From an optimization exercise on the open Yosys and OpenROAD flow, aimed at small area, a short achievable clock period and few clock cycles; shortcuts taken in it are not production practice.
Only simulation tests tie the RTL to the original design; equivalence was not proved.
Power is estimated from default activity; no workload was simulated.

$ cat design/flow/design.v
module quic_walk (
    input  wire        clk,
    input  wire        rst,
    input  wire        in_valid,
    output wire        in_ready,
    input  wire [31:0] in_data,
    input  wire [2:0]  in_cnt,
    input  wire        in_last,
    output wire        frm_valid,
    output wire [3:0]  frm_kind,
    output wire [7:0]  frm_tag,
    output wire [15:0] frm_off,
    output wire [15:0] frm_len,
    output wire        done_valid,
    output wire [7:0]  done_status,
    output wire [7:0]  done_cause,
    output wire [15:0] done_nfrm,
    output wire [15:0] done_nbytes
);
    localparam [2:0] S_TAG  = 3'd0;   
    localparam [2:0] S_X1   = 3'd1;   
    localparam [2:0] S_X2   = 3'd2;   
    localparam [2:0] S_B    = 3'd3;   
    localparam [2:0] S_UTF  = 3'd4;   
    localparam [2:0] S_D0   = 3'd5;   
    localparam [2:0] S_D0OK = 3'd6;   
    localparam [2:0] S_ERR  = 3'd7;   
    localparam [2:0] B_DL  = 3'd0;    
    localparam [2:0] B_NBS = 3'd1;    
    localparam [2:0] B_NB  = 3'd2;    
    localparam [2:0] B_TS2 = 3'd3;    
    localparam [2:0] B_TS1 = 3'd4;    
    localparam [1:0] E_RESV  = 2'd0;
    localparam [1:0] E_UTF   = 2'd1;
    localparam [1:0] E_TRUNC = 2'd2;
    localparam [2:0] U_ANY = 3'd0;    
    localparam [2:0] U_A0  = 3'd1;    
    localparam [2:0] U_9F  = 3'd2;    
    localparam [2:0] U_90  = 3'd3;    
    localparam [2:0] U_8F  = 3'd4;    
    reg        bv;
    reg [31:0] bdata;
    reg [2:0]  bcnt;
    reg        blast;
    reg [13:0] bpos;      
    reg [2:0]  brel;      
    reg [2:0]  st;
    reg [2:0]  bs;        
    reg [16:0] cur;       
    reg [3:0]  kh;        
    reg        pv;        
    reg [15:0] fstart;    
    reg [7:0]  ftag;
    reg [7:0]  hold1;     
    reg [7:0]  hold2;     
    reg [15:0] nfrm;
    reg [1:0]  ecode;
    reg [2:0]  ui;        
    reg [1:0]  u_need;
    reg [2:0]  u_rng;
    reg        u_bad;
    function [15:0] inc16;
        input [15:0] v;
        integer i;
        begin
            for (i = 0; i < 16; i = i + 1)
                inc16[i] = v[i] ^ (&(v | ~((16'd1 << i) - 16'd1)));
        end
    endfunction
    function lt4;
        input [2:0] v;
        input [2:0] c;
        lt4 = !v[2] && (c[2] || (c[1] && c[0] && !(v[1] && v[0])) || (c[1] && !c[0] && !v[1])
                        || (!c[1] && c[0] && v[1:0] == 2'd0));
    endfunction
    wire [1:0]  k        = cur[1:0];
    wire [15:0] bpos1w   = inc16({2'b00, bpos});
    wire [13:0] bpos1    = bpos1w[13:0];
    wire        at_beat  = (cur[16:2] == {1'b0, bpos});
    wire        ge1      = bcnt != 3'd0;
    wire        ge2      = bcnt[2] || bcnt[1];
    wire        ge3      = bcnt[2] || (bcnt[1] && bcnt[0]);
    wire        cin      = at_beat && ((kh[0] && ge1) || (kh[1] && ge2) || (kh[2] && ge3) || (kh[3] && bcnt[2]));
    wire        bl       = blast && !bcnt[2];
    wire [16:0] blen     = {1'b0, bpos, bcnt[1:0]};
    wire        cur_eq_len = at_beat && (kh[bcnt[1:0]]);
    wire [16:0] nxt_beat = {1'b0, bpos1, 2'b00};
    wire [7:0] B0 = bdata[7:0];
    wire [7:0] B1 = bdata[15:8];
    wire [7:0] B2 = bdata[23:16];
    wire [7:0] B3 = bdata[31:24];
    wire [7:0] c0 = ({8{kh[0]}} & B0) | ({8{kh[1]}} & B1) | ({8{kh[2]}} & B2) | ({8{kh[3]}} & B3);
    wire [7:0] c1 = ({8{kh[0]}} & B1) | ({8{kh[1]}} & B2) | ({8{kh[2]}} & B3);
    wire [7:0] c2 = ({8{kh[0]}} & B2) | ({8{kh[1]}} & B3);
    wire a1  = (kh[0] && ge2) || (kh[1] && ge3) || (kh[2] && bcnt[2]);
    wire a2  = (kh[0] && ge3) || (kh[1] && bcnt[2]);
    wire        in_tag = (st == S_TAG);
    wire        in_x1  = (st == S_X1);
    wire [7:0]  t  = in_tag ? c0 : ftag;
    wire [7:0]  x1 = in_tag ? c1 : in_x1 ? c0 : hold1;
    wire [7:0]  x2 = in_tag ? c2 : in_x1 ? c1 : c0;
    wire        h1 = in_tag ? a1 : 1'b1;                
    wire        h2 = in_tag ? a2 : in_x1 ? a1 : 1'b1;   
    function one_byte;
        input [7:0] b;
        one_byte = (b == 8'h00) || (b == 8'h07) || (b == 8'h08) || (b == 8'h0a) ||
                   (b[7:4] == 4'h0 && b[3:2] == 2'b11) ||           
                   (!b[7] && b[6:4] != 3'd0) || (b[7:5] == 3'b100);  
    endfunction
    wire t_ack  = (t[7:5] == 3'b101);
    wire t_str  = (t[7:6] == 2'b11);
    wire t_cc   = (t == 8'h02);
    wire t_resv = (t[3:2] == 2'd2) || (t[1:0] == 2'd2);
    reg [4:0] t_fix;
    always @* begin
        case (t)
            8'h01:   t_fix = 5'd17;
            8'h03:   t_fix = 5'd9;
            8'h04:   t_fix = 5'd9;
            8'h05:   t_fix = 5'd13;
            8'h06:   t_fix = 5'd5;
            8'h09:   t_fix = 5'd5;
            8'h0b:   t_fix = 5'd15;
            default: t_fix = 5'd1;
        endcase
    end
    wire need2  = t_ack ? t[4] : 1'b1;           
    wire hdr_ok = need2 ? h2 : h1;               
    function [4:0] ow_of;
        input [1:0] c;
        ow_of = (c == 2'd0) ? 5'd0 : (5'd1 << c);
    endfunction
    function [4:0] aw_of;
        input [1:0] c;
        aw_of = c[1] ? 5'd4 : c[0] ? 5'd2 : 5'd1;
    endfunction
    function [319:0] mk_str_tab;
        input dummy;
        integer i;
        begin
            mk_str_tab = 320'd0;
            for (i = 0; i < 64; i = i + 1)
                mk_str_tab[5*i +: 5] = 5'd3 - i[5:4] + {3'd0, i[1:0]} + 5'd1 + ow_of(i[3:2]);
        end
    endfunction
    function [639:0] mk_ack_tab;
        input dummy;
        integer i;
        begin
            mk_ack_tab = 640'd0;
            for (i = 0; i < 128; i = i + 1)
                mk_ack_tab[5*i +: 5] = ((i[6:5] == 2'd2) ? 5'd1 : 5'd2 - i[6:5] + i[4])
                                       + aw_of(i[3:2]) + aw_of(i[1:0]) + 5'd2;
        end
    endfunction
    function [63:0] mk_d0_tab;
        input dummy;
        integer i;
        begin
            mk_d0_tab = 64'd0;
            for (i = 0; i < 16; i = i + 1)
                mk_d0_tab[4*i +: 4] = 4'd2 + i[1:0] + ow_of(i[3:2]);
        end
    endfunction
    localparam [319:0] STR_TAB = mk_str_tab(1'b0);
    localparam [639:0] ACK_TAB = mk_ack_tab(1'b0);
    localparam [63:0]  D0_TAB  = mk_d0_tab(1'b0);
    wire [4:0] str_step = STR_TAB[5*{st[1:0], t[3:0]} +: 5];
    wire [4:0] ack_step = ACK_TAB[5*{st[1:0], t[4:0]} +: 5];
    wire [3:0] d0_min   = D0_TAB[4*t[3:0] +: 4];
    wire [4:0] h_step   = t_ack ? ack_step : t_cc ? (in_x1 ? 5'd2 : 5'd1) : str_step;
    wire h_past = (t[3:2] != 2'd0) || t[1] || (in_x1 && t[0]);
    wire [7:0] a_nts = ftag[4] ? hold2 : hold1;
    wire       ts_c  = (a_nts != 8'd0);
    wire [7:0] ub = bdata[8*ui[1:0] +: 8];
    reg [1:0] u_need_n;
    reg [2:0] u_rng_n;
    reg       u_bad_n;
    wire      u_cont = (ub[7:6] == 2'b10);
    reg       u_cont_ok;
    always @* begin
        case (u_rng)
            U_A0:    u_cont_ok = u_cont && ub[5];
            U_9F:    u_cont_ok = u_cont && !ub[5];
            U_90:    u_cont_ok = u_cont && (ub[5:4] != 2'b00);
            U_8F:    u_cont_ok = u_cont && (ub[5:4] == 2'b00);
            default: u_cont_ok = u_cont;
        endcase
    end
    always @* begin
        u_need_n = 2'd0;
        u_rng_n  = U_ANY;
        u_bad_n  = u_bad;
        if (u_need != 2'd0) begin
            u_need_n = u_need - 2'd1;
            if (!u_cont_ok)
                u_bad_n = 1'b1;
        end else if (!ub[7]) begin
            u_need_n = 2'd0;
        end else if (ub[7:5] == 3'b110) begin
            u_need_n = 2'd1;
            if (ub[4:1] == 4'd0)
                u_bad_n = 1'b1;
        end else if (ub[7:4] == 4'b1110) begin
            u_need_n = 2'd2;
            if (ub[3:0] == 4'h0)
                u_rng_n = U_A0;
            else if (ub[3:0] == 4'hD)
                u_rng_n = U_9F;
        end else if (ub[7:3] == 5'b11110 && (ub[2] == 1'b0 || ub[1:0] == 2'b00)) begin
            u_need_n = 2'd3;
            if (ub[2:0] == 3'd0)
                u_rng_n = U_90;
            else if (ub[2])
                u_rng_n = U_8F;
        end else begin
            u_bad_n = 1'b1;
        end
    end
    wire u_fail   = u_bad || (u_need != 2'd0);
    wire u_at_end = at_beat && kh[ui[1:0]] && !ui[2];
    reg         rel;         
    reg         fin;         
    reg [7:0]   d_status;
    reg [7:0]   d_cause;
    reg [2:0]   st_n;
    reg [2:0]   bs_n;
    reg [16:0]  cur_n;
    reg         pv_n;
    reg [16:0]  opnd;        
    reg         cy;
    reg         set_start;   
    reg         hold1_ld;
    reg         hold2_ld;
    reg [2:0]   ui_n;
    reg         u_step;
    reg         u_init;
    reg         e_ld;
    reg [1:0]   e_n;
    wire [16:0] sum = cur + opnd + {16'd0, cy};
    wire        x2_end = in_x1 ? kh[2] : kh[3];
    wire [2:0]  x2_nx  = in_x1 ? {kh[2] | kh[3], kh[0] | kh[1], kh[1] | kh[3]}
                               : {kh[3], kh[1] | kh[2], kh[0] | kh[2]};
    wire        d0_here = (t[3:2] == 2'd0) &&
                          ((kh[0] && t[1:0] != 2'd3) || (kh[1] && !t[1]) || (kh[2] && t[1:0] == 2'd0));
    wire        tag_rel = (kh[0] && brel[0]) || (kh[1] && brel[1]) || (kh[2] && brel[2]) || kh[3];
    always @* begin
        rel       = 1'b0;
        fin       = 1'b0;
        d_status  = 8'h00;
        d_cause   = 8'h00;
        st_n      = st;
        bs_n      = bs;
        pv_n      = pv;
        opnd      = 17'd0;
        cy        = 1'b0;
        cur_n     = cur;
        set_start = 1'b0;
        hold1_ld  = 1'b0;
        hold2_ld  = 1'b0;
        ui_n      = ui;
        u_step    = 1'b0;
        u_init    = 1'b0;
        e_ld      = 1'b0;
        e_n       = E_RESV;
        case (st)
            S_B: begin
                case (bs)
                    B_DL:    opnd = {1'b0, hold1, hold2};
                    B_NBS:   opnd = ftag[1] ? {7'd0, hold1, 2'b00} : {8'd0, hold1, 1'b0};
                    B_NB:    opnd = {9'd0, hold1};
                    B_TS2:   begin opnd = {8'd0, a_nts, 1'b0}; cy = ts_c; end
                    default: begin opnd = {9'd0, a_nts};       cy = ts_c; end
                endcase
                cur_n = sum;
                rel   = bv && !bl && !at_beat && (ftag != 8'h02);
                case (bs)
                    B_NBS:   bs_n = (ftag[1:0] == 2'b00) ? B_TS2 : B_NB;
                    B_NB:    bs_n = B_TS2;
                    B_TS2:   bs_n = B_TS1;
                    default: bs_n = bs;
                endcase
                if (bs == B_DL || bs == B_TS1) begin
                    if (ftag == 8'h02) begin
                        st_n = S_UTF;
                    end else begin
                        st_n = S_TAG;
                        pv_n = 1'b1;
                    end
                end
            end
            S_TAG, S_X1, S_X2: if (bv) begin
                if (cin) begin
                    set_start = in_tag;
                    if (in_tag && t_ack && t_resv) begin
                        st_n = S_ERR;
                        e_ld = 1'b1;
                        e_n  = E_RESV;
                        pv_n = 1'b0;
                        rel  = !bl;
                    end else if (in_tag && t_cc) begin
                        opnd  = 17'd5;
                        cur_n = sum;
                        st_n  = S_X1;
                        pv_n  = 1'b0;
                        rel   = !bl;
                    end else if (in_tag && t_str && !t[4]) begin
                        opnd  = {13'd0, d0_min};
                        cur_n = sum;
                        st_n  = (d0_here && !bl) ? S_D0OK : S_D0;
                        pv_n  = 1'b0;
                        rel   = !bl;
                    end else if (in_tag && !t_ack && !t_str) begin
                        opnd  = {12'd0, t_fix};
                        cur_n = sum;
                        pv_n  = 1'b1;
                        rel   = !bl && tag_rel;
                    end else if (hdr_ok) begin
                        opnd     = {12'd0, h_step};
                        cur_n    = sum;
                        hold1_ld = (st != S_X2);
                        hold2_ld = 1'b1;
                        pv_n     = 1'b0;
                        st_n     = S_B;
                        bs_n     = !t_ack ? B_DL : t[4] ? B_NBS : B_TS2;
                        if (t_cc) begin
                            ui_n   = (x2_end && !bl) ? 3'd0 : x2_nx;
                            u_init = 1'b1;
                            rel    = !bl && x2_end;
                        end else begin
                            rel    = !bl && (in_tag || t_ack || h_past);
                        end
                    end else begin
                        cur_n = nxt_beat;
                        pv_n  = 1'b0;
                        rel   = !bl;
                        if (in_tag && !(h1 && need2)) begin
                            st_n     = S_X1;
                        end else begin
                            hold1_ld = 1'b1;
                            st_n     = S_X2;
                        end
                    end
                end else if (bl) begin
                    if (in_tag && cur_eq_len && pv) begin
                        pv_n = 1'b0;
                    end else begin
                        fin = 1'b1;
                        rel = 1'b1;
                        if (in_tag) begin
                            if (!cur_eq_len) begin
                                d_status = 8'h01;
                                d_cause  = 8'h0B;
                            end
                        end else begin
                            d_status = 8'h01;
                            d_cause  = 8'h02;
                        end
                    end
                end else begin
                    rel = 1'b1;
                end
            end
            S_UTF: if (bv) begin
                if (u_at_end) begin
                    if (u_fail) begin
                        st_n = S_ERR;
                        e_ld = 1'b1;
                        e_n  = E_UTF;
                    end else begin
                        st_n = S_TAG;
                        pv_n = 1'b1;
                    end
                end else if (lt4(ui, bcnt)) begin
                    u_step = 1'b1;
                    ui_n   = {ui[1] & ui[0], ui[1] ^ ui[0], ~ui[0]};
                    if (ui == 3'd3 && !bl) begin
                        rel  = 1'b1;
                        ui_n = 3'd0;
                    end
                end else begin
                    fin = 1'b1;
                    rel = 1'b1;
                    d_status = 8'h01;
                    d_cause  = 8'h0B;
                end
            end
            S_D0: if (bv) begin
                if (cin) begin
                    st_n = S_D0OK;
                    rel  = !bl;
                end else if (bl) begin
                    if (cur_eq_len) begin
                        st_n = S_TAG;
                        pv_n = 1'b1;
                    end else begin
                        fin = 1'b1;
                        rel = 1'b1;
                        d_status = 8'h01;
                        d_cause  = 8'h02;
                    end
                end else begin
                    rel = 1'b1;
                end
            end
            S_D0OK: if (bv) begin
                if (bl) begin
                    cur_n = blen;
                    st_n  = S_TAG;
                    pv_n  = 1'b1;
                end else begin
                    rel = 1'b1;
                end
            end
            default: if (bv) begin   
                rel = 1'b1;
                if (bl) begin
                    fin = 1'b1;
                    case (ecode)
                        E_UTF:   begin d_status = 8'h04; d_cause = 8'h20; end
                        E_TRUNC: begin d_status = 8'h01; d_cause = 8'h02; end
                        default: begin d_status = 8'h01; d_cause = 8'h03; end
                    endcase
                end
            end
        endcase
    end
    wire   to_empty    = blast && bcnt[2];    
    assign in_ready    = !bv || (rel && !to_empty);
    assign frm_valid   = bv && in_tag && pv && (cin || (bl && cur_eq_len));
    assign frm_tag     = ftag;
    assign frm_off     = fstart;
    assign frm_len     = cur[15:0] - fstart;
    assign frm_kind    = (ftag[7:5] == 3'b101) ? 4'hC :
                         (ftag[7:6] == 2'b11)  ? 4'hD :
                         (ftag[7:4] == 4'h0 && ftag[3:2] != 2'b11) ? ftag[3:0] : 4'h0;
    assign done_valid  = fin;
    assign done_status = d_status;
    assign done_cause  = d_cause;
    assign done_nfrm   = nfrm;
    assign done_nbytes = blen[15:0];
    always @(posedge clk) begin
        if (set_start) begin
            fstart <= cur[15:0];
            ftag   <= c0;
        end
        if (hold1_ld)
            hold1 <= in_tag ? c1 : c0;
        if (hold2_ld)
            hold2 <= x2;
        if (e_ld)
            ecode <= e_n;
        if (in_valid && in_ready) begin
            bdata <= in_data;
            brel  <= {!one_byte(in_data[23:16]), !one_byte(in_data[15:8]), !one_byte(in_data[7:0])};
            bcnt  <= in_cnt;
            blast <= in_last;
        end else if (rel && to_empty) begin
            bcnt  <= 3'd0;
        end
        if (u_step) begin
            u_need <= u_need_n;
            u_rng  <= u_rng_n;
            u_bad  <= u_bad_n;
        end
        if (u_init) begin
            u_need <= 2'd0;
            u_rng  <= U_ANY;
            u_bad  <= 1'b0;
        end
        ui <= ui_n;
        bs <= bs_n;
        if (rst) begin
            bv   <= 1'b0;
            bpos <= 14'd0;
            st   <= S_TAG;
            cur  <= 17'd0;
            kh   <= 4'b0001;
            pv   <= 1'b0;
            nfrm <= 16'd0;
        end else begin
            if (rel && !to_empty)
                bv <= 1'b0;
            if (in_valid && in_ready)
                bv <= 1'b1;
            if (fin) begin
                bpos <= 14'd0;
                st   <= S_TAG;
                cur  <= 17'd0;
                kh   <= 4'b0001;
                pv   <= 1'b0;
                nfrm <= 16'd0;
            end else begin
                if (rel)
                    bpos <= bpos1;
                st   <= st_n;
                cur  <= cur_n;
                kh   <= 4'b0001 << cur_n[1:0];
                pv   <= pv_n;
                if (frm_valid)
                    nfrm <= inc16(nfrm);
            end
        end
    end
endmodule
$ cat design/flow/run.sh
#!/bin/bash
# synth_recipe.tcl (not shown) runs the flow's synth.tcl, then flattens the netlist and writes it again
# the make line also repeats each setting of config.mk as NAME=value (left out here)
make -C /OpenROAD-flow-scripts/flow DESIGN_CONFIG=/design/flow/config.mk WORK_HOME=/design/flow/orfs CLKGATE_MAP_FILE= SYNTH_SCRIPT=/design/flow/synth_recipe.tcl finish
$ cat design/flow/config.mk
export PLATFORM = sky130hd
export DESIGN_NAME = quic_walk
export DESIGN_NICKNAME = quic_walk
export VERILOG_FILES = /design/flow/design.v
export SDC_FILE = /design/flow/constraint.sdc
export NUM_CORES = 4
export LEC_CHECK = 0
export ABC_AREA = 1
export CAP_MARGIN = 20
export CORE_MARGIN = 2
export CORE_UTILIZATION = 40
export PLACE_DENSITY = 0.6
export SLEW_MARGIN = 20
$ cat design/flow/constraint.sdc
create_clock -name core_clock -period 8.0 [get_ports {clk}]
set_input_delay 1.6000 -clock core_clock [delete_from_list [all_inputs] [get_ports {clk}]]
set_output_delay 1.6000 -clock core_clock [all_outputs]
set_load 0.01 [all_outputs]
==> results of run 1 <==
synthesized netlist by cell type, types with 7 or more instances:
master | instances | share of area [%]
nand2_1 | 370 | 12
inv_1 | 212 | 6.9
nor2_1 | 124 | 4.1
o21ai_0 | 118 | 5.2
a21oi_1 | 116 | 5.1
edfxtp_1 | 86 | 23
nand3_1 | 86 | 3.8
dfxtp_1 | 62 | 11
ha_1 | 50 | 5.5
xor2_1 | 29 | 2.2
o22ai_1 | 26 | 1.4
nand2_2 | 23 | 1.3
nor3_1 | 23 | 1.0
nor2_2 | 19 | 1.0
o211ai_1 | 19 | 1.2
xnor2_1 | 18 | 1.4
buf_4 | 16 | 1.0
clkbuf_1 | 16 | 0.52
o21ai_1 | 15 | 0.66
a31oi_1 | 13 | 0.71
buf_2 | 13 | 0.57
nand2_4 | 9 | 0.88
o221ai_1 | 9 | 0.69
inv_2 | 8 | 0.26
a221oi_1 | 7 | 0.54
buf_6 | 7 | 0.69
nor4_1 | 7 | 0.38
o2111ai_1 | 7 | 0.54
or2_2 | 7 | 0.38
worst min path at each step:
stage	startpoint	endpoint	slack, ns	cells after the start
2_1_floorplan	cur[0]	fstart[0]	0.43	0
3_3_place_gp	u_bad	u_bad	0.46	2
3_5_place_dp	u_bad	u_bad	0.48	2
4_1_cts	u_bad	u_bad	0.49	2
5_1_grt	nfrm[15]	nfrm[15]	0.51	2
6_report	u_bad	u_bad	0.49	2
flip-flops by register name, indices dropped and copies added, names as in the netlist, 2 cells and up:
register	cells
hold2	8
hold1	8
kh	4
fstart	16
bcnt	3
bdata	32
brel	3
u_need	2
st	3
nfrm	16
u_rng	3
ui	3
bs	3
ftag	8
bpos	14
cur	17
per-stage QoR:
step	instances	power (W)	hold WS, ns	util, %
after floorplan	1604	0.00144	0.430	-
final	2086	0.00255	0.492	48.1
after global routing	2086	0.00268	0.515	48.1
after global placement	2053	0.00173	0.462	45.9
after CTS	2086	0.00256	0.491	48.0
after detailed placement	2054	0.00172	0.480	45.9
per-layer routing:
metal	part of all wire [%]	wire length, um
met5	0	0
met4	2.6	983
met3	6.0	2270
met2	48	18200
met1	44	16600
report_power, final:
group	switching, W	internal (W)
sequential	0.0000659	0.000861
clock	0.000392	0.000445
combinational	0.000513	0.000276
cell type report:
class	count	area (um^2)
Clock buffer	17	425
Clock inverter	15	164
Fill cell	2858	14600
Inverter	224	846
Multi-Input combinational cell	1176	6460
Sequential cell	148	3820
Tap cell	378	473
Timing Repair Buffer	128	1270
kinds of logic after synthesis:
| logic type | share of synthesized area [%] |
|---|---|
| AOI/OAI and AO/OA | 18.7 |
| xor gates and xnor gates | 3.59 |
| adders and majority gates | 5.98 |
| buffers and inverters | 10.6 |
| DFF | 33.4 |
| muxes | 0.175 |
| other | 0.0327 |
| and+or+nand+nor | 27.5 |
worst max-delay path: cells and delay by family (launching register included):
| family | cells | cell delay, ns |
|---|---|---|
| adder cells (fa/ha/maj) | 1 | 0.26 |
| AND/OR/NAND/NOR | 13 | 1.06 |
| flip-flops | 1 | 0.73 |
| AO/OA/AOI/OAI | 2 | 0.64 |
| buffers and inverters | 4 | 1.32 |
==> flow_summary.yaml, run 1 <==
detailed_routing:
  dr.pass1.iters: 5
  ant_nets: 0
  drc: 0
  routed_wl_mm: 38.1
  drt_iter0_drc: 1148
  viasPerCell: 5.47
  avgRoutedWirePerCell_um: 18.3
  vias: 11400
critical_path:
  critPathLaunchType: "register"
  reg2regPathDepth: 29
  crit_path_top_delay_cell: "dfxtp_1"
  crit_start: "kh[2]"
  cp_data_arrival_time_ns: 4.45
  worst_setup_path_end_kind: "output pin"
  crit_end: "in_ready"
  reg2reg_to: "cur[13]"
  crit_path_max_incr_delay_ns: 0.73
  crit_type: "reg2out"
  crit_path_cell_trace: "clkinv_1, o22ai_1, nor2_1, a21oi_1, inv_1, ha_1, inv_1, nor2_4, nand2_4, nand2_1, nand3_1, nand2_1, nand2_1, nand2_1, nand2_1, nand2_2, nand2_4, nand2_2, nand2_2, clkdlybuf4s50_1"
  crit_top_cell: "nand2_1"
  crit_required_ns: 6.40
  r2r-start: "kh[2]"
  rrSetupSlack_ns: 2.12
  critPathMaxFanout: 19
global_route:
  use_met2_pct: 43.2
  globalRouteMet1Util_pct: 33.4
  top_usage_layer: "met2"
  antenna_found_initial: 0
  grt_pass1_vias: 10700
  grt-ovfl-total: 0
  gr-usage-met3_pct: 2.83
  grt_max_degree: 37
  grt_use_total_pct: 25.2
  grt_pass1_wl_mm: 59.8
die:
  dieWidth_um: 173
  die_h_um: 173
  ios: 134
  dieArea_um2: 30000
  rows: 61
  start_util_pct: 40.9
  core-area_um2: 28000
run_status:
  status: "no timing/DRC/antenna violations"
layout:
  diodes: 0
  layout_common_cells: "nand2_1 (370), inv_1 (212), nor2_1 (123), clkdlybuf4s50_1 (123), o21ai_0 (118)"
  mostFrequentLayoutCell: "nand2_1"
  area_delta_synth_final_pct: 17.5
  fin_nets: 1787
  drive_gt1_share_pct: 7.55
  post-route-cell-area_um2: 13500
timing:
  max_freq_mhz: 165
  finalCriticalPeriod_ns: 6.05
  hold_viol_final: 0
  period_share_pct: 75.7
  fin_tns_setup_ns: 0
  setup_viol: 0
  final_max_slew_viol_count: 0
  setup_ws_ns: 1.95
  worst_slew_pin_slew_ns: 1.09
  relSlewSlack_pct: 26.6
  grt_setup_unrepaired: "false"
  skew_ns: 0.0151
logic_synthesis:
  synth_edf_count: 86
  ys_seq_elements: 148
  syn_inst: 1595
  synth-main-ff-cell: "edfxtp_1"
  yosys_warnings: 1
  synth_area_um2: 11500
  async_flop_share_pct: 0
  synth-seq-area-share_pct: 33.4
  avgSynthCellArea_um2: 7.18
  synth.distinct_cells: 65
place:
  pre_cts_slack_ns: 2.20
  numPortBuffers: 123
  dpl.hpwl_mm: 30.4
  place.gp.congestion: 0.937
  dpl_cell_area_um2: 12900
cts:
  cts_root_buffer: "clkbuf_16"
  clk_path_buf_depth: 2
  htree_levels: 4
  post-cts-setup-buffers: 0
  ctsHoldBuffers: 0
  clkLatencyLatePin_ns: 0.44
  cts_resized: 0
  cts_buffers: 17
  cts_tree: "built"
  clock_sinks: 148
  cts.clk_slew.worst_paths_ns: 0.07
pwr:
  vdd_ir_drop_max_uv: 140
  p_leak_nw: 6.06
  power.density_nw_per_um2: 190
hold_path:
  hold_class: "reg2reg"
flow_run:
  drv_cap: 0
Testbench counts, summed over its fixed seeds: cycles 13,372.
==> run 2, diff against run 1 <==
--- a/design/flow/design.v
+++ b/design/flow/design.v
@@ -274,5 +274,5 @@
                 endcase
                 cur_n = sum;
-                rel   = bv && !bl && !at_beat && (ftag != 8'h02);
+                rel   = bv && !bl && (!at_beat || (opnd[16:2] != 15'd0)) && (ftag != 8'h02);
                 case (bs)
                     B_NBS:   bs_n = (ftag[1:0] == 2'b00) ? B_TS2 : B_NB;
--- a/design/flow/config.mk
+++ b/design/flow/config.mk
@@ -9,5 +9,7 @@
 export CAP_MARGIN = 20
 export CORE_MARGIN = 2
-export CORE_UTILIZATION = 40
-export PLACE_DENSITY = 0.6
+export CORE_UTILIZATION = 60
+export CTS_BUF_LIST = sky130_fd_sc_hd__clkbuf_8
+export PLACE_DENSITY = 0.7
+export SETUP_SLACK_MARGIN = 2.5
 export SLEW_MARGIN = 20
==> run 2 against run 1 <==
Combinational power grew to 2.9 times the previous value. Global-route usage up 11 points. Critical path depth down 2. Via count rose by 4.8%. Flip-flop and latch count unchanged. Synthesized cell count rose by 2.5%. Clock skew increased by 0.0032 ns. Sequential share of layout area grew 0.75 points. Area after synthesis fell by 0.83%. Die area decreased by 33%.
==> flow_summary.yaml, run 2 <==
run_status:
  status: "no timing/DRC/antenna violations"
hold_path:
  hold_class: "reg2reg"
critical_path:
  crit_type: "reg2out"
  critPathLaunchType: "register"
  cp_data_arrival_time_ns: 3.80
  worst_setup_path_end_kind: "output pin"
  critPathMaxFanout: 18
  crit_required_ns: 6.40
cts:
  cts_tree: "built"
  htree_levels: 4
  clkLatencyLatePin_ns: 0.48
  cts_buffers: 17
  ctsHoldBuffers: 0
  clk_path_buf_depth: 2
  clock_sinks: 148
  cts.clk_slew.worst_paths_ns: 0.10
  cts_root_buffer: "clkbuf_8"
die:
  core-area_um2: 18600
  dieWidth_um: 142
  rows: 50
  start_util_pct: 60.9
  die_h_um: 142
  ios: 134
  dieArea_um2: 20100
timing:
  finalCriticalPeriod_ns: 5.40
  skew_ns: 0.0184
  grt_setup_unrepaired: "true"
  max_freq_mhz: 185
  worst_slew_pin_slew_ns: 0.939
  hold_viol_final: 0
  setup_viol: 0
  relSlewSlack_pct: 37.0
  period_share_pct: 67.4
  final_max_slew_viol_count: 0
  setup_ws_ns: 2.60
  fin_tns_setup_ns: 0
logic_synthesis:
  netlist.area_leader.share_pct: 22.7
  synth.distinct_cells: 60
  synth-seq-area-share_pct: 33.7
  yosys_warnings: 1
  synth_area_leaders: "edfxtp_1 (23%), nand2_1 (14%), dfxtp_1 (11%)"
  synth-main-ff-cell: "edfxtp_1"
  yosys-top-cells-count: "nand2_1 (425), inv_1 (206), nor2_1 (131)"
  yosysMostFrequentCell: "nand2_1"
  synth_edf_count: 86
  synth_top_area_cell: "edfxtp_1"
  async_flop_share_pct: 0
  synth_area_um2: 11400
  avgSynthCellArea_um2: 6.95
  ys_seq_elements: 148
  syn_inst: 1635
flow_run:
  drv_cap: 0
layout:
  fin_util_pct: 70.7
  layout_common_cells: "nand2_1 (422), inv_1 (202), nor2_1 (130)"
  fin_nets: 1832
  drive_gt1_share_pct: 6.85
  mostFrequentLayoutCell: "nand2_1"
  top_regs: "bdata x32, cur x17"
  diodes: 0
  largest_reg_flops: 32
  max_flop_register: "bdata"
  area_delta_synth_final_pct: 16.0
pwr:
  power.density_nw_per_um2: 308
  vdd_ir_drop_max_uv: 202
  p_leak_nw: 5.87
detailed_routing:
  viasPerCell: 6.02
  ant_nets: 0
  routed_wl_mm: 36.4
  dr.pass1.iters: 7
  avgRoutedWirePerCell_um: 18.3
  drc: 0
  vias: 12000
  drt_iter0_drc: 1355
place:
  numPortBuffers: 123
  dpl.hpwl_mm: 28.0
  place.gp.congestion: 0.990
  pre_cts_slack_ns: 2.35
global_route:
  grt_pass1_vias: 11200
  antenna_found_initial: 0
  grt_max_degree: 36
  grt_use_total_pct: 36.6
  grt_pass1_wl_mm: 57.7
  grt-ovfl-total: 0
-- run 2: final timing paths --
check / cells past startpoint / startpoint / to / slack, ns
worst max-delay path: 18 / kh[2] / in_ready / 2.60
worst min-delay path: 0 / cur[0] / fstart[0] / 0.44
worst max register to register: 32 / st[1] / cur[11] / 2.91
worst min register to register: 0 / cur[0] / fstart[0] / 0.44
-- run 2: through the flow --
step / instances / hold slack, ns / power, W / area [um^2]
2_1_floorplan: 1644 / 0.408 / 0.00257 / 11400
3_3_place_gp: 1946 / 0.414 / 0.00328 / 12600
3_5_place_dp: 1946 / 0.423 / 0.00330 / 12600
4_1_cts: 1982 / 0.446 / 0.00397 / 13100
5_1_grt: 1987 / 0.465 / 0.00430 / 13200
6_report: 1987 / 0.441 / 0.00406 / 13200
-- run 2: timing repair --
action	4_1_cts	5_1_grt
cloned	1	1
resized for setup	14	16
pin swaps	0	2
endpoints found under the setup margin	3	3
setup buffers	3	4
-- run 2: logic make-up after synthesis --
family | synth area share, %
AOI/OAI and AO/OA | 18.5
xor gates and xnor gates | 3.55
adders and majority gates | 6.03
buffers and inverters | 10.4
DFF | 33.7
other | 0.0330
and+or+nand+nor | 27.8
-- run 2: power breakdown --
| group | switching (W) | leakage (nW) | internal (W) |
|---|---|---|---|
| sequential | 0.000149 | 1.31 | 0.000951 |
| clock | 0.000350 | 0.215 | 0.000293 |
| combinational | 0.00154 | 4.35 | 0.000786 |
-- run 2: cell type report --
type / instances / area (um^2)
sequential: 148 / 3840
timing repair inverter: 1 / 5.00
tap: 234 / 293
timing repair buffer: 133 / 1310
inverter: 224 / 860
clock buffer: 17 / 234
multi-input combinational: 1215 / 6450
fill: 1582 / 5460
clock inverter: 15 / 195
-- run 2: critical path, stage by stage, from the launching register on --
cell	delay (ns)
dfxtp_2	0.43
inv_2	0.20
o22ai_1	0.11
or2_2	0.32
o21ai_4	0.23
ha_1	0.24
inv_1	0.06
nor2_1	0.20
nand2_2	0.14
nand2_1	0.10
nand2_1	0.05
nand2_1	0.06
nand3_1	0.11
nand2_1	0.12
nand2_2	0.09
nand2_8	0.14
nand2_1	0.08
nand2_2	0.09
clkdlybuf4s50_1	0.54
-- run 2: per-layer routing --
metal | part of all wire, % | up-vias | GRT usage (%) | wire length [um]
met5 | 0 | - | 0 | 0
met4 | 5.4 | 0 | 18.2 | 1970
met3 | 8.0 | 143 | 6.38 | 2930
met2 | 47 | 683 | 62.3 | 17200
met1 | 39 | 5475 | 44.9 | 14300
li1 | - | 5663 | - | -
Testbench counts of run 2, summed over its fixed seeds: cycles 13,227.
==> run 3, diff against run 2 <==
==> design/flow/flow/run.sh (new file) <==
#!/bin/bash
# The standard layout (the standard.sh, all steps), with the port buffers
# that buffer_ports inserts made plain sky130_fd_sc_hd__buf_1 cells: every
# input and output port still gets its own buffer. The full output of make and
# of the DEF export goes to flow_make.log; ORFS keeps each step's own log
# under orfs/logs/.
set -euo pipefail
export BUFFER_PORTS_ARGS="-buffer_cell sky130_fd_sc_hd__buf_1"
bash standard.sh > flow_make.log 2>&1
==> design/flow/standard.sh (new file) <==
#!/bin/bash
# synth_recipe.tcl (not shown) runs the flow's synth.tcl, then flattens the netlist and writes it again
# the make line also repeats each setting of config.mk as NAME=value (left out here)
make -C /OpenROAD-flow-scripts/flow DESIGN_CONFIG=/design/flow/config.mk WORK_HOME=/design/flow/orfs CLKGATE_MAP_FILE= SYNTH_SCRIPT=/design/flow/synth_recipe.tcl "${@:-finish}"
--- a/design/flow/config.mk
+++ b/design/flow/config.mk
@@ -12,4 +12,3 @@
 export CTS_BUF_LIST = sky130_fd_sc_hd__clkbuf_8
 export PLACE_DENSITY = 0.7
-export SETUP_SLACK_MARGIN = 2.5
 export SLEW_MARGIN = 20
removed: design/flow/run.sh
==> run 3 against run 2 <==
Register-to-register slack got worse by 0.68 ns. Via count fell by 2.1%. Die area did not move. Clock skew fell by 0.0020 ns. First-iteration DRC count rose by 5.0%. Final cell count fell by 0.40%. Clock power fell by 8.2%. Critical path type unchanged. Critical endpoint unchanged. Critical path depth fell by 2. Global-route usage fell by 1.3 points. Utilization fell by 5.1 points. Worst hold slack improved by 0.0047 ns. Synthesized cell count did not move.
==> flow_summary.yaml, run 3 <==
layout:
  layout_common_cells: "nand2_1 (425), inv_1 (206), nor2_1 (130)"
  top_regs: "bdata x32, cur x17"
  largest_reg_flops: 32
  instances_no_fill: 1979
  diodes: 0
  nFillCells: 1720
  max_flop_register: "bdata"
  drive_gt1_share_pct: 5.50
  mostFrequentLayoutCell: "nand2_1"
  area_delta_synth_final_pct: 7.73
  fin_nets: 1824
pwr:
  internal-power_w: 0.00180
  swShare_pct: 52.4
  p_leak_nw: 5.50
  p_sw_w: 0.00198
  clock_power_share_pct: 15.6
  seqPwrFrac_pct: 29.1
  comb_power_share_pct: 55.3
  vdd_ir_drop_max_uv: 178
  finalPower_w: 0.00378
  power.density_nw_per_um2: 309
logic_synthesis:
  synth-seq-area-share_pct: 33.7
  synth_area_um2: 11400
  async_flop_share_pct: 0
  synth-main-ff-cell: "edfxtp_1"
  netlist.area_leader.share_pct: 22.7
  synth_top_area_cell: "edfxtp_1"
  yosysMostFrequentCell: "nand2_1"
  yosys-top-cells-count: "nand2_1 (425), inv_1 (206), nor2_1 (131)"
  synth_edf_count: 86
  synth_area_leaders: "edfxtp_1 (23%), nand2_1 (14%), dfxtp_1 (11%)"
  synth.distinct_cells: 60
  avgSynthCellArea_um2: 6.95
  ys_seq_elements: 148
  syn_inst: 1635
  yosys_warnings: 1
place:
  dpl.hpwl_mm: 27.5
  place_inst: 1947
  place.gp.congestion: 0.983
  numPortBuffers: 123
critical_path:
  crit_top_cell: "nand3_1"
  rrSetupSlack_ns: 2.23
  critPathMaxFanout: 21
  critPathLaunchType: "register"
  crit_required_ns: 6.40
  crit_type: "reg2out"
  crit_path_top_delay_cell: "o21ai_0"
  crit_path_max_incr_delay_ns: 0.71
  cpLargestDelayFamily: "simple AND/OR/NAND/NOR gates"
  cp_data_arrival_time_ns: 4.46
  crit_path_cell_trace: "inv_1, o22ai_1, or2_2, o21ai_0, ha_1, inv_1, nor2_1, nand3_1, nand3_1, nand3_1, nand2_1, nand2_2, nand2_4, nand2_1, nand2_2, buf_1"
  worst_setup_path_end_kind: "output pin"
  cp.buffers_inverters: 3
global_route:
  grt_use_total_pct: 35.3
  grt_pass1_wl_mm: 55.4
  grt-ovfl-total: 0
  antenna_found_initial: 0
  grt_max_degree: 36
  grt_pass1_vias: 10700
detailed_routing:
  ant_nets: 0
  viasPerCell: 5.92
  routed_wl_mm: 35.2
  dr.pass1.iters: 7
  avgRoutedWirePerCell_um: 17.8
  routed.top_layer: "met4"
  vias: 11700
  drc: 0
  met3_length_mm: 2.68
  drt_iter0_drc: 1423
  wl_met1_mm: 13.9
  wl_met2_mm: 16.7
cts:
  cts.clk_slew.worst_paths_ns: 0.10
  ctsHoldBuffers: 0
  cts_root_buffer: "clkbuf_8"
  htree_levels: 4
  post-cts-setup-buffers: 0
  clock_sinks: 148
  clk_path_buf_depth: 2
  cts_buffers: 17
  cts_resized: 0
  cts_tree: "built"
  clkLatencyLatePin_ns: 0.49
timing:
  relSlewSlack_pct: 34.7
  grt_setup_unrepaired: "false"
  final_max_slew_viol_count: 0
  worst_slew_pin_slew_ns: 0.973
  holdWs_ns: 0.445
  skew_ns: 0.0164
  period_share_pct: 75.7
  setup_viol: 0
  fin_tns_setup_ns: 0
  max_freq_mhz: 165
  hold_viol_final: 0
  finalCriticalPeriod_ns: 6.06
die:
  start_util_pct: 60.9
  die_h_um: 142
  dieArea_um2: 20100
  dieWidth_um: 142
  core-area_um2: 18600
  ios: 134
  rows: 50
run_status:
  status: "no timing/DRC/antenna violations"
flow_run:
  drv_cap: 0
hold_path:
  hold_class: "reg2reg"
-- run 3: cell count changes in the layout (fill, tap and decap cells not counted), moves of 3 or more --
| cell | before | now |
|---|---|---|
| clkdlybuf4s50_1 | 123 | 0 |
| buf_1 | 0 | 123 |
| dfxtp_4 | 5 | 0 |
| nand2_1 | 422 | 425 |
| dfxtp_1 | 55 | 62 |
| inv_1 | 202 | 206 |
| buf_4 | 10 | 4 |
| o21ai_0 | 118 | 121 |
| nand2_2 | 14 | 11 |
| inv_6 | 3 | 6 |
-- run 3: logic make-up after synthesis --
logic type / after synthesis / share of synthesized area, %
AND/OR/NAND/NOR: 741 / 27.8
AO/OA/AOI/OAI: 364 / 18.5
buffers and inverters: 282 / 10.4
flip-flops: 148 / 33.7
adder cells (fa/ha/maj): 53 / 6.03
XOR/XNOR: 46 / 3.55
other: 1 / 0.0330
-- run 3: worst paths after layout --
kind,startpoint,endpoint,depth (start not counted)
setup reg to reg,kh[1],cur[11],27
setup / recovery,kh[1],in_ready,16
hold reg to reg,cur[0],fstart[0],0
hold / removal,cur[0],fstart[0],0
-- run 3: area by class of cell --
class                   count  area, um^2  share of cell area (%)
flip-flops and latches    148        3820                    31.2
well taps                 234         293                    2.39
clock buffers              17         234                    1.91
repair buffers            127         492                    4.02
clock inverters            15         164                    1.34
multi-input cells        1214        6390                    52.2
inverters                 224         843                    6.89
-- run 3: metal layers --
metal  GRT usage [%]  vias to the layer above
li1                -                     5646
met1            44.0                     5338
met2            59.5                      593
met3            5.30                      137
met4            18.2                        0
met5               0                        -
-- run 3: power by group through the flow --
stage	Sequential, W	Combinational, W	Clock, W
CTS	0.00109	0.00204	0.000593
global placement	0.00111	0.00204	0
floorplan	0.00105	0.00152	0
detailed placement	0.00111	0.00203	0
finish	0.00110	0.00209	0.000590
global route	0.00111	0.00230	0.000617
-- run 3: metrics by stage --
stage	utilization (%)	setup WS [ns]	cell area [um^2]
after global placement	63.5	2.53	11800
after global routing	65.7	1.72	12200
after detailed placement	63.5	2.43	11800
final	65.7	1.94	12200
after CTS	65.7	2.10	12200
after floorplan	-	3.53	11400
==> run 4, diff against run 3 <==
--- a/design/flow/config.mk
+++ b/design/flow/config.mk
@@ -12,3 +12,4 @@
 export CTS_BUF_LIST = sky130_fd_sc_hd__clkbuf_8
 export PLACE_DENSITY = 0.7
+export SETUP_SLACK_MARGIN = 3.0
 export SLEW_MARGIN = 20
==> run 4 against run 3 <==
Still clean. Sequential power about the same. Fmax rose by 24%. Sequential share of layout area fell by 0.58 points. Worst setup slack better by 1.2 ns. Flip-flop and latch count unchanged. Clock power is essentially flat. Utilization up 1.5 points. Total power rose by 2.4%. Critical endpoint unchanged.
==> flow_summary.yaml, run 4 <==
run_status:
  status: "no timing/DRC/antenna violations"
layout:
  top_regs: "bdata x32, cur x17"
  mostFrequentLayoutCell: "nand2_1"
  drive_gt1_share_pct: 8.10
  max_flop_register: "bdata"
  layout_common_cells: "nand2_1 (422), inv_1 (200), nor2_1 (128)"
  nFillCells: 1678
  area_delta_synth_final_pct: 10.2
  diodes: 0
  largest_reg_flops: 32
  fin_nets: 1845
place:
  pre_cts_slack_ns: 2.43
  numPortBuffers: 123
  dpl.hpwl_mm: 27.5
  place.gp.congestion: 0.983
logic_synthesis:
  netlist.area_leader.share_pct: 22.7
  syn_inst: 1635
  yosys_warnings: 1
  async_flop_share_pct: 0
  synth_edf_count: 86
  synth-main-ff-cell: "edfxtp_1"
  avgSynthCellArea_um2: 6.95
  synth.distinct_cells: 60
  synth-seq-area-share_pct: 33.7
  synth_area_um2: 11400
  synth_area_leaders: "edfxtp_1 (23%), nand2_1 (14%), dfxtp_1 (11%)"
  yosysMostFrequentCell: "nand2_1"
  synth_top_area_cell: "edfxtp_1"
  ys_seq_elements: 148
  yosys-top-cells-count: "nand2_1 (425), inv_1 (206), nor2_1 (131)"
detailed_routing:
  ant_nets: 0
  drt_iter0_drc: 1349
  routed_wl_mm: 35.9
  dr.pass1.iters: 6
  viasPerCell: 5.96
  vias: 11900
  avgRoutedWirePerCell_um: 17.9
  drc: 0
cts:
  cts_buffers: 17
  cts.clk_slew.worst_paths_ns: 0.10
  clock_sinks: 148
  cts_tree: "built"
  ctsHoldBuffers: 0
  htree_levels: 4
  clk_path_buf_depth: 2
  cts_root_buffer: "clkbuf_8"
  clkLatencyLatePin_ns: 0.48
pwr:
  p_leak_nw: 5.60
  power.density_nw_per_um2: 309
  vdd_ir_drop_max_uv: 167
die:
  core-area_um2: 18600
  dieArea_um2: 20100
  rows: 50
  die_h_um: 142
  ios: 134
  start_util_pct: 60.9
  dieWidth_um: 142
critical_path:
  crit_required_ns: 6.40
  crit_top_cell: "nand2_1"
  reg2reg_to: "cur[11]"
  crit_type: "reg2out"
  reg2regPathDepth: 29
  crit_end: "in_ready"
  rrSetupSlack_ns: 3.33
  crit_path_cell_trace: "inv_1, o22ai_1, or2_2, o21ai_4, ha_2, inv_1, nor2_2, nand2_2, nand2_1, nand2_1, nand2_1, nand3_1, nand2_1, nand2_2, nand2_8, nand2_1, nand2_2, buf_1"
  worst_setup_path_end_kind: "output pin"
  crit_start: "bdata[24]"
  crit_path_top_delay_cell: "edfxtp_1"
  crit_path_max_incr_delay_ns: 0.45
  critPathMaxFanout: 18
  critPathLaunchType: "register"
  cp_data_arrival_time_ns: 3.28
  r2r-start: "st[1]"
timing:
  skew_ns: 0.0132
  grt_setup_unrepaired: "false"
  setup_ws_ns: 3.12
  worst_slew_pin_slew_ns: 0.966
  period_share_pct: 61.0
  fin_tns_setup_ns: 0
  finalCriticalPeriod_ns: 4.88
  max_freq_mhz: 205
  setup_viol: 0
  final_max_slew_viol_count: 0
  hold_viol_final: 0
  relSlewSlack_pct: 35.2
global_route:
  grt_pass1_wl_mm: 55.8
  grt_use_total_pct: 35.6
  grt_max_degree: 36
  grt-ovfl-total: 0
  grt_pass1_vias: 10900
  antenna_found_initial: 0
hold_path:
  hold_class: "reg2reg"
  whs_path_depth: 0
flow_run:
  drv_cap: 0
-- run 4: cell count changes in the layout (fill, tap and decap cells not counted), sizes merged --
cell      delta
inv          -3
nand2        +1
buf         +19
clkinvlp     +4
-- run 4: layout make-up --
| type | instances | area [um^2] | area share [%] |
|---|---|---|---|
| Timing Repair inverter | 1 | 5.00 | 0.0400 |
| Timing Repair Buffer | 146 | 634 | 5.07 |
| Clock buffer | 17 | 234 | 1.87 |
| Sequential cell | 148 | 3840 | 30.7 |
| Tap cell | 234 | 293 | 2.34 |
| Clock inverter | 15 | 164 | 1.31 |
| Inverter | 224 | 865 | 6.90 |
| Multi-Input combinational cell | 1215 | 6490 | 51.8 |
-- run 4: logic make-up after synthesis --
logic type,Yosys count,share of synthesized area [%]
xor+xnor,46,3.55
flops,148,33.7
buf+inv,282,10.4
simple gates,741,27.8
compound gates,364,18.5
other cells,1,0.0330
fa+ha+maj,53,6.03
-- run 4: stage by stage --
stage          instances  total power [W]  utilization, %  hold WS [ns]  cell area [um^2]
5_1_grt             2000          0.00412            67.2         0.472             12500
2_1_floorplan       1644          0.00257               -         0.408             11400
6_report            2000          0.00387            67.2         0.444             12500
3_5_place_dp        1947          0.00314            63.5         0.424             11800
4_1_cts             1987          0.00377            66.3         0.449             12400
3_3_place_gp        1947          0.00315            63.5         0.416             11800
-- run 4: routing by layer --
metal	part of all wire [%]	up-vias	global-route usage, %
met5	0	-	0
met4	5.5	0	19.1
met3	7.9	131	5.47
met2	48	656	60.5
met1	39	5444	43.6
li1	-	5681	-
-- run 4: repair_timing --
item | in CTS | in global routing
setup buffers | 6 | 13
gates cloned | 2 | 0
setup endpoints to repair | 15 | 9
pin swaps | 1 | 3
resized for setup | 20 | 27
-- run 4: worst max-delay path, delay by kind of cell (launching register included) --
family          cells  cell delay, ns
compound gates      2            0.33
fa+ha+maj           1            0.23
buf+inv             3            0.35
flops               1            0.45
simple gates       12            1.41
-- run 4: how the worst min path moves through the flow --
stage | from | to | slack, ns
after detailed placement | cur[0] | fstart[0] | 0.42
after CTS | cur[0] | fstart[0] | 0.45
after global routing | cur[0] | fstart[0] | 0.47
after floorplan | cur[0] | fstart[0] | 0.41
final | cur[0] | fstart[0] | 0.44
after global placement | cur[0] | fstart[0] | 0.42
-- run 4: where the power goes --
group | switching (W) | internal, W | leakage (nW)
clock | 0.000355 | 0.000233 | 0.192
sequential | 0.000142 | 0.000952 | 1.31
combinational | 0.00152 | 0.000666 | 4.10
total | 0.00202 | 0.00185 | 5.60
==> run 5, diff against run 4 <==
--- a/design/flow/design.v
+++ b/design/flow/design.v
@@ -274,5 +274,5 @@
                 endcase
                 cur_n = sum;
-                rel   = bv && !bl && (!at_beat || (opnd[16:2] != 15'd0)) && (ftag != 8'h02);
+                rel   = bv && !bl && !at_beat && (ftag != 8'h02);
                 case (bs)
                     B_NBS:   bs_n = (ftag[1:0] == 2'b00) ? B_TS2 : B_NB;
--- a/design/flow/config.mk
+++ b/design/flow/config.mk
@@ -9,7 +9,5 @@
 export CAP_MARGIN = 20
 export CORE_MARGIN = 2
-export CORE_UTILIZATION = 60
-export CTS_BUF_LIST = sky130_fd_sc_hd__clkbuf_8
-export PLACE_DENSITY = 0.7
-export SETUP_SLACK_MARGIN = 3.0
+export CORE_UTILIZATION = 40
+export PLACE_DENSITY = 0.6
 export SLEW_MARGIN = 20
==> run 5 against run 4 <==
Count of clock-buffer cells in the layout rose by 2. Worst hold slack improved by 0.038 ns. Still clean. Critical path type is now reg2reg. Combinational power fell by 67%. Clock skew rose by 0.0061 ns. Die area rose by 50%.
==> flow_summary.yaml, run 5 <==
cts:
  cts_buffers: 17
  cts_root_buffer: "clkbuf_16"
  clock_sinks: 148
  cts.clk_slew.worst_paths_ns: 0.07
  clk_path_buf_depth: 2
  post-cts-setup-buffers: 0
  ctsHoldBuffers: 0
  htree_levels: 4
  cts_resized: 0
  cts_tree: "built"
  clkLatencyLatePin_ns: 0.45
global_route:
  antenna_found_initial: 0
  top_usage_layer: "met2"
  grt_pass1_wl_mm: 57.6
  globalRouteMet1Util_pct: 31.7
  gr-usage-met3_pct: 3.68
  grt_max_degree: 37
  grt_use_total_pct: 24.1
  grt-ovfl-total: 0
  use_met2_pct: 40.0
  grt_pass1_vias: 10600
logic_synthesis:
  synth-seq-area-share_pct: 33.4
  synth_area_leaders: "edfxtp_1 (23%), nand2_1 (12%), dfxtp_1 (11%)"
  synth_edf_count: 86
  synth_top_area_cell: "edfxtp_1"
  yosys-top-cells-count: "nand2_1 (370), inv_1 (212), nor2_1 (124)"
  yosysMostFrequentCell: "nand2_1"
  synth-main-ff-cell: "edfxtp_1"
  netlist.area_leader.share_pct: 22.5
  async_flop_share_pct: 0
  avgSynthCellArea_um2: 7.18
  ys_seq_elements: 148
  synth_area_um2: 11500
  syn_inst: 1595
  yosys_warnings: 1
  synth.distinct_cells: 65
timing:
  setup_viol: 0
  hold_viol_final: 0
  skew_ns: 0.0193
  finalCriticalPeriod_ns: 5.97
  period_share_pct: 74.7
  fin_tns_setup_ns: 0
  final_max_slew_viol_count: 0
  worst_slew_pin_slew_ns: 0.986
  relSlewSlack_pct: 33.8
  max_freq_mhz: 167
  grt_setup_unrepaired: "false"
critical_path:
  rrSetupSlack_ns: 2.03
  crit_top_cell: "inv_1"
  crit_type: "reg2reg"
  cp_data_arrival_time_ns: 6.34
  reg2reg_to: "cur[13]"
  crit_start: "kh[2]"
  critPathMaxFanout: 18
  crit_path_top_delay_cell: "dfxtp_1"
  reg2regPathDepth: 28
  crit_required_ns: 8.37
  crit_end: "cur[13]"
  worst_setup_path_end_kind: "register"
  crit_path_max_incr_delay_ns: 0.74
  critPathLaunchType: "register"
  r2r-start: "kh[2]"
layout:
  nFillCells: 2895
  mostFrequentLayoutCell: "nand2_1"
  max_flop_register: "bdata"
  post-route-cell-area_um2: 12700
  top_regs: "bdata x32, cur x17"
  area_delta_synth_final_pct: 10.8
  largest_reg_flops: 32
  fin_nets: 1787
  drive_gt1_share_pct: 7.44
  register_area_um2: 3820
  diodes: 0
  multi_input_area_um2: 6460
  layout_common_cells: "nand2_1 (370), inv_1 (212), nor2_1 (123), buf_1 (123), o21ai_0 (118)"
hold_path:
  hold_class: "reg2reg"
die:
  core-area_um2: 28000
  rows: 61
  ios: 134
  start_util_pct: 40.9
  dieArea_um2: 30000
  dieWidth_um: 173
  die_h_um: 173
detailed_routing:
  drc: 0
  ant_nets: 0
  avgRoutedWirePerCell_um: 17.5
  viasPerCell: 5.38
  vias: 11200
  drt_iter0_drc: 878
  routed_wl_mm: 36.5
  dr.pass1.iters: 7
flow_run:
  drv_cap: 0
run_status:
  status: "no timing/DRC/antenna violations"
pwr:
  vdd_ir_drop_max_uv: 112
  power.density_nw_per_um2: 196
  p_leak_nw: 5.73
place:
  dpl_cell_area_um2: 12100
  numPortBuffers: 123
  dpl.hpwl_mm: 28.6
  place.gp.congestion: 0.944
==> run 5: worst min path at each step <==
stage | start | to | cells after the start
floorplan | cur[0] | fstart[0] | 0
global placement | u_bad | u_bad | 2
detailed placement | u_bad | u_bad | 2
CTS | u_bad | u_bad | 2
global route | u_bad | u_bad | 2
finish | u_bad | u_bad | 2
==> run 5: area by class of cell <==
type | count | area share (%)
Inverter | 224 | 6.66
Sequential cell | 148 | 30.1
Clock buffer | 19 | 3.41
Timing Repair Buffer | 128 | 3.93
Clock inverter | 13 | 1.26
Tap cell | 378 | 3.73
Multi-Input combinational cell | 1176 | 50.9
==> run 5: through the flow <==
| step | setup WS, ns | cells | utilization (%) | total power, W | hold slack (ns) |
|---|---|---|---|---|---|
| after floorplan | 3.28 | 1604 | - | 0.00144 | 0.430 |
| after global placement | 2.39 | 2053 | 43.2 | 0.00165 | 0.463 |
| after detailed placement | 2.18 | 2054 | 43.2 | 0.00165 | 0.473 |
| after CTS | 2.17 | 2086 | 45.3 | 0.00249 | 0.483 |
| after global routing | 1.37 | 2086 | 45.3 | 0.00261 | 0.513 |
| final | 2.03 | 2086 | 45.3 | 0.00249 | 0.482 |
==> run 5: cell families after synthesis <==
| group | after synthesis | synth area share (%) |
|---|---|---|
| flops | 148 | 33.4 |
| simple gates | 696 | 27.5 |
| mux | 2 | 0.175 |
| compound gates | 368 | 18.7 |
| xor+xnor | 47 | 3.59 |
| buf+inv | 280 | 10.6 |
| other cells | 1 | 0.0327 |
| fa+ha+maj | 53 | 5.98 |
==> run 5: where the power goes <==
| group | switching [W] | internal (W) | total, W |
|---|---|---|---|
| Combinational | 0.000503 | 0.000219 | 0.000723 |
| Sequential | 0.0000656 | 0.000862 | 0.000927 |
| Clock | 0.000351 | 0.000491 | 0.000842 |
==> run 5: worst max-delay path: cells and delay by family, from the launching register on <==
kind	cells	cell delay, ns
AOI/OAI and AO/OA	9	2.05
adders and majority gates	2	0.66
buffers and inverters	8	1.26
DFF	1	0.74
and+or+nand+nor	9	1.18
==> run 5: routing by layer <==
layer | vias up | wire length (um)
met5 | - | 0
met1 | 5188 | 16200
li1 | 5550 | -
met4 | 0 | 1170
met3 | 64 | 2190
met2 | 415 | 16900
Testbench counts of run 5, summed over its fixed seeds: cycles 13,372.
==> run 6, diff against run 5 <==
--- a/design/flow/design.v
+++ b/design/flow/design.v
@@ -173,4 +173,14 @@
     wire [7:0] a_nts = ftag[4] ? hold2 : hold1;
     wire       ts_c  = (a_nts != 8'd0);
+    reg        b_big;
+    always @* begin
+        case (bs)
+            B_DL:    b_big = (hold1 != 8'd0) || (hold2[7:2] != 6'd0);
+            B_NBS:   b_big = ftag[1] ? (hold1 != 8'd0) : (hold1[7:1] != 7'd0);
+            B_NB:    b_big = (hold1[7:2] != 6'd0);
+            B_TS2:   b_big = (a_nts[7:1] != 7'd0);
+            default: b_big = (a_nts[7:2] != 6'd0) || (a_nts[1:0] == 2'd3);
+        endcase
+    end
     wire [7:0] ub = bdata[8*ui[1:0] +: 8];
     reg [1:0] u_need_n;
@@ -274,5 +284,5 @@
                 endcase
                 cur_n = sum;
-                rel   = bv && !bl && !at_beat && (ftag != 8'h02);
+                rel   = bv && !bl && (!at_beat || b_big) && (ftag != 8'h02);
                 case (bs)
                     B_NBS:   bs_n = (ftag[1:0] == 2'b00) ? B_TS2 : B_NB;
--- a/design/flow/config.mk
+++ b/design/flow/config.mk
@@ -9,5 +9,7 @@
 export CAP_MARGIN = 20
 export CORE_MARGIN = 2
-export CORE_UTILIZATION = 40
-export PLACE_DENSITY = 0.6
+export CORE_UTILIZATION = 60
+export CTS_BUF_LIST = sky130_fd_sc_hd__clkbuf_8
+export PLACE_DENSITY = 0.7
+export SETUP_SLACK_MARGIN = 3.5
 export SLEW_MARGIN = 20
==> run 6 against run 5 <==
Via count is 8.4% higher. Clock skew up 0.0034 ns. Die area shrank 32%. Critical path depth decreased by 9. Count of clock-buffer cells in the layout shrank 2. Global-route usage increased by 11 points. Flip-flop and latch count did not move. Largest power group unchanged. Synthesized cell count is 2.7% higher. Area after synthesis up 1.0%. Total power is 11% lower. Clock power is 24% lower. Worst hold slack improved by 0.011 ns. Critical path type is now reg2out. Still clean on timing, DRC and antenna.
==> flow_summary.yaml, run 6 <==
timing:
  period_share_pct: 56.7
  setup_ws_ns: 3.46
  grt_setup_unrepaired: "true"
  relSlewSlack_pct: 26.4
  skew_ns: 0.0227
  finalCriticalPeriod_ns: 4.54
  worst_slew_pin_slew_ns: 1.10
  setup_viol: 0
  hold_viol_final: 0
  fin_tns_setup_ns: 0
  max_freq_mhz: 220
  final_max_slew_viol_count: 0
logic_synthesis:
  synth_area_leaders: "edfxtp_1 (22%), nand2_1 (13%), dfxtp_1 (11%)"
  yosysMostFrequentCell: "nand2_1"
  synth.distinct_cells: 65
  ys_seq_elements: 148
  synth-main-ff-cell: "edfxtp_1"
  synth_edf_count: 86
  netlist.area_leader.share_pct: 22.3
  synth_area_um2: 11600
  synth_top_area_cell: "edfxtp_1"
  syn_inst: 1638
  async_flop_share_pct: 0
  synth-seq-area-share_pct: 33.0
  yosys_warnings: 1
  yosys-top-cells-count: "nand2_1 (405), inv_1 (214), nor2_1 (147)"
  avgSynthCellArea_um2: 7.07
layout:
  multi_input_area_um2: 6850
  diodes: 0
  register_area_um2: 3850
  area_delta_synth_final_pct: 15.1
  max_flop_register: "bdata"
  mostFrequentLayoutCell: "nand2_1"
  fin_nets: 1882
  nFillCells: 1637
  drive_gt1_share_pct: 13.4
  largest_reg_flops: 32
  top_regs: "bdata x32, cur x17"
  layout_common_cells: "nand2_1 (399), inv_1 (206), nor2_1 (142)"
die:
  dieArea_um2: 20400
  ios: 134
  dieWidth_um: 143
  core-area_um2: 18800
  start_util_pct: 61.5
  rows: 50
  die_h_um: 143
pwr:
  comb_power_share_pct: 30.2
  finalPower_w: 0.00222
  clock_power_share_pct: 29.0
  power.density_nw_per_um2: 167
  internal-power_w: 0.00137
  p_leak_nw: 5.92
  seqPwrFrac_pct: 40.8
  swShare_pct: 38.4
  vdd_ir_drop_max_uv: 142
  p_sw_w: 0.000852
critical_path:
  crit_start: "bdata[16]"
  reg2reg_to: "cur[12]"
  crit_type: "reg2out"
  critPathMaxFanout: 3
  rrSetupSlack_ns: 3.64
  crit_end: "in_ready"
  worst_setup_path_end_kind: "output pin"
  crit_required_ns: 6.40
  cp_data_arrival_time_ns: 2.94
  r2r-start: "bdata[16]"
  reg2regPathDepth: 31
  critPathLaunchType: "register"
cts:
  clock_sinks: 148
  cts_root_buffer: "clkbuf_8"
  cts.clk_slew.worst_paths_ns: 0.11
  ctsHoldBuffers: 0
  clkLatencyLatePin_ns: 0.47
  cts_tree: "built"
  cts_buffers: 17
  htree_levels: 4
  clk_path_buf_depth: 2
global_route:
  grt_pass1_vias: 10900
  grt_pass1_wl_mm: 55.7
  grt-ovfl-total: 0
  grt_max_degree: 37
  antenna_found_initial: 1
  grt_use_total_pct: 35.0
detailed_routing:
  dr.pass1.iters: 8
  vias: 12200
  ant_nets: 0
  avgRoutedWirePerCell_um: 17.7
  drc: 0
  routed_wl_mm: 36.5
  viasPerCell: 5.89
  drt_iter0_drc: 1139
hold_path:
  hold_class: "reg2reg"
place:
  place.gp.congestion: 1.01
  numPortBuffers: 123
  pre_cts_slack_ns: 2.58
  dpl.hpwl_mm: 27.3
flow_run:
  drv_cap: 0
run_status:
  status: "no timing/DRC/antenna violations"
run 6: cell count changes after synthesis, sizes merged, moves of 7 or more:
cell,previous run,this run
nand2,402,428
nand3,90,80
nor2,151,171
o21ai,135,143
inv,222,229
a31oi,13,4
run 6: kinds of logic (layout without fill, tap and decap cells):
group                      Yosys count  in the layout  synth area share, %
AOI/OAI and AO/OA                  368            368                 18.9
and+or+nand+nor                    735            735                 28.2
xor gates and xnor gates            43             43                 3.25
other                                1             10               0.0324
DFF                                148            148                 33.0
adders and majority gates           53             53                 5.92
buffers and inverters              290            446                 10.7
run 6: final cells by class:
cell class              instances  area share [%]
well taps                     260            2.44
flip-flops and latches        148            28.9
repair inverters                2           0.103
clock inverters                15            1.39
clock buffers                  17            1.76
multi-input cells            1209            51.4
repair buffers                179            7.06
inverters                     233            6.90
run 6: per-stage QoR:
stage | util (%) | instances | hold WS [ns] | area (um^2)
CTS | 68.3 | 2031 | 0.496 | 12900
global placement | 64.0 | 1975 | 0.466 | 12100
detailed placement | 64.1 | 1975 | 0.481 | 12100
floorplan | - | 1647 | 0.463 | 11600
finish | 70.8 | 2063 | 0.493 | 13300
global route | 70.8 | 2063 | 0.524 | 13300
run 6: power by group through the flow:
stage | Sequential (W) | Clock, W | Combinational, W
after floorplan | 0.000904 | 0 | 0.000433
after global placement | 0.000924 | 0 | 0.000568
after detailed placement | 0.000925 | 0 | 0.000570
after CTS | 0.000904 | 0.000644 | 0.000612
after global routing | 0.000908 | 0.000674 | 0.000729
final | 0.000905 | 0.000643 | 0.000670
run 6: worst min-delay path by stage:
| stage | startpoint | endpoint | slack [ns] | cells past startpoint |
|---|---|---|---|---|
| after global placement | nfrm[1] | nfrm[1] | 0.47 | 2 |
| final | nfrm[1] | nfrm[1] | 0.49 | 2 |
| after global routing | nfrm[15] | nfrm[15] | 0.52 | 2 |
| after detailed placement | nfrm[1] | nfrm[1] | 0.48 | 2 |
| after floorplan | cur[10] | fstart[10] | 0.46 | 0 |
| after CTS | nfrm[1] | nfrm[1] | 0.50 | 2 |
run 6: worst max-delay path, stage by stage, from the launching register on:
cell and delay [ns]:
edfxtp_1 0.49, inv_2 0.11, o22ai_2 0.07, or2_4 0.28
o21ai_4 0.20, ha_4 0.19, inv_2 0.05, nor2_4 0.17
nand2_4 0.07, nand2_2 0.06, nand3_2 0.07, nand2_1 0.07
nand2_1 0.07, nand2_1 0.07, nand2_1 0.07, nand2_2 0.11
nand2_8 0.07, nand2_4 0.07, nand2_4 0.05, buf_6 0.13
run 6: what timing repair did:
action / CTS / global route
buffers inserted: 22 / 32
cloned: 2 / 0
endpoints found under the setup margin: 69 / 22
resized for setup: 65 / 59
pin swaps: 12 / 27
run 6: routing by layer:
| layer | vias up | share of wire [%] | wire length [um] | GRT usage (%) |
|---|---|---|---|---|
| met4 | 2 | 5.1 | 1870 | 15.9 |
| met3 | 143 | 8.2 | 2990 | 6.00 |
| met1 | 5537 | 39 | 14200 | 42.4 |
| li1 | 5778 | - | - | - |
| met2 | 698 | 48 | 17400 | 61.1 |
| met5 | - | 0.019 | 7 | 0 |
Testbench counts of run 6, summed over its fixed seeds: cycles 13,226.

afterwards: timing with drivers on the ports:
How much do the figures lean on ideal ports? The routed layouts below were timed once more, with nothing changed but the port constraints. Step 1 sets driving cells, clkbuf_16 on the clock port and buf_2 on the other inputs (assumed; they add their load-dependent delay and slew). Step 2 adds t to the input delays and takes it off the output delays; t is the mean of the earliest and latest rising clock arrival at the registers after step 1. Input paths then give back, and output paths get back, about the clock's delay inside the block. Three values: no drivers, after step 1, after step 2; two values: the first two.
| run | t (ns) | slack for setup (ns) | hold slack, ns | worst setup path at the end | slew at the worst register clock pin (ns) |
|---|---|---|---|---|---|
| run 1 | 0.480 | 1.947 / 1.897 / 2.123 | 0.492 / 0.492 / 0.492 | register to register | 0.08 / 0.08 |
| run 2 | 0.514 | 2.604 / 2.562 / 2.909 | 0.441 / 0.441 / 0.441 | register to register | 0.10 / 0.10 |
| run 3 | 0.526 | 1.943 / 1.898 / 2.228 | 0.445 / 0.445 / 0.445 | register to register | 0.10 / 0.10 |
| run 4 | 0.520 | 3.117 / 3.072 / 3.326 | 0.444 / 0.444 / 0.444 | register to register | 0.10 / 0.10 |
| run 5 | 0.493 | 2.026 / 2.026 / 2.026 | 0.482 / 0.482 / 0.482 | register to register | 0.08 / 0.08 |
| run 6 | 0.506 | 3.462 / 3.418 / 3.642 | 0.493 / 0.493 / 0.493 | register to register | 0.11 / 0.11 |
After both steps every run listed still meets setup and hold.
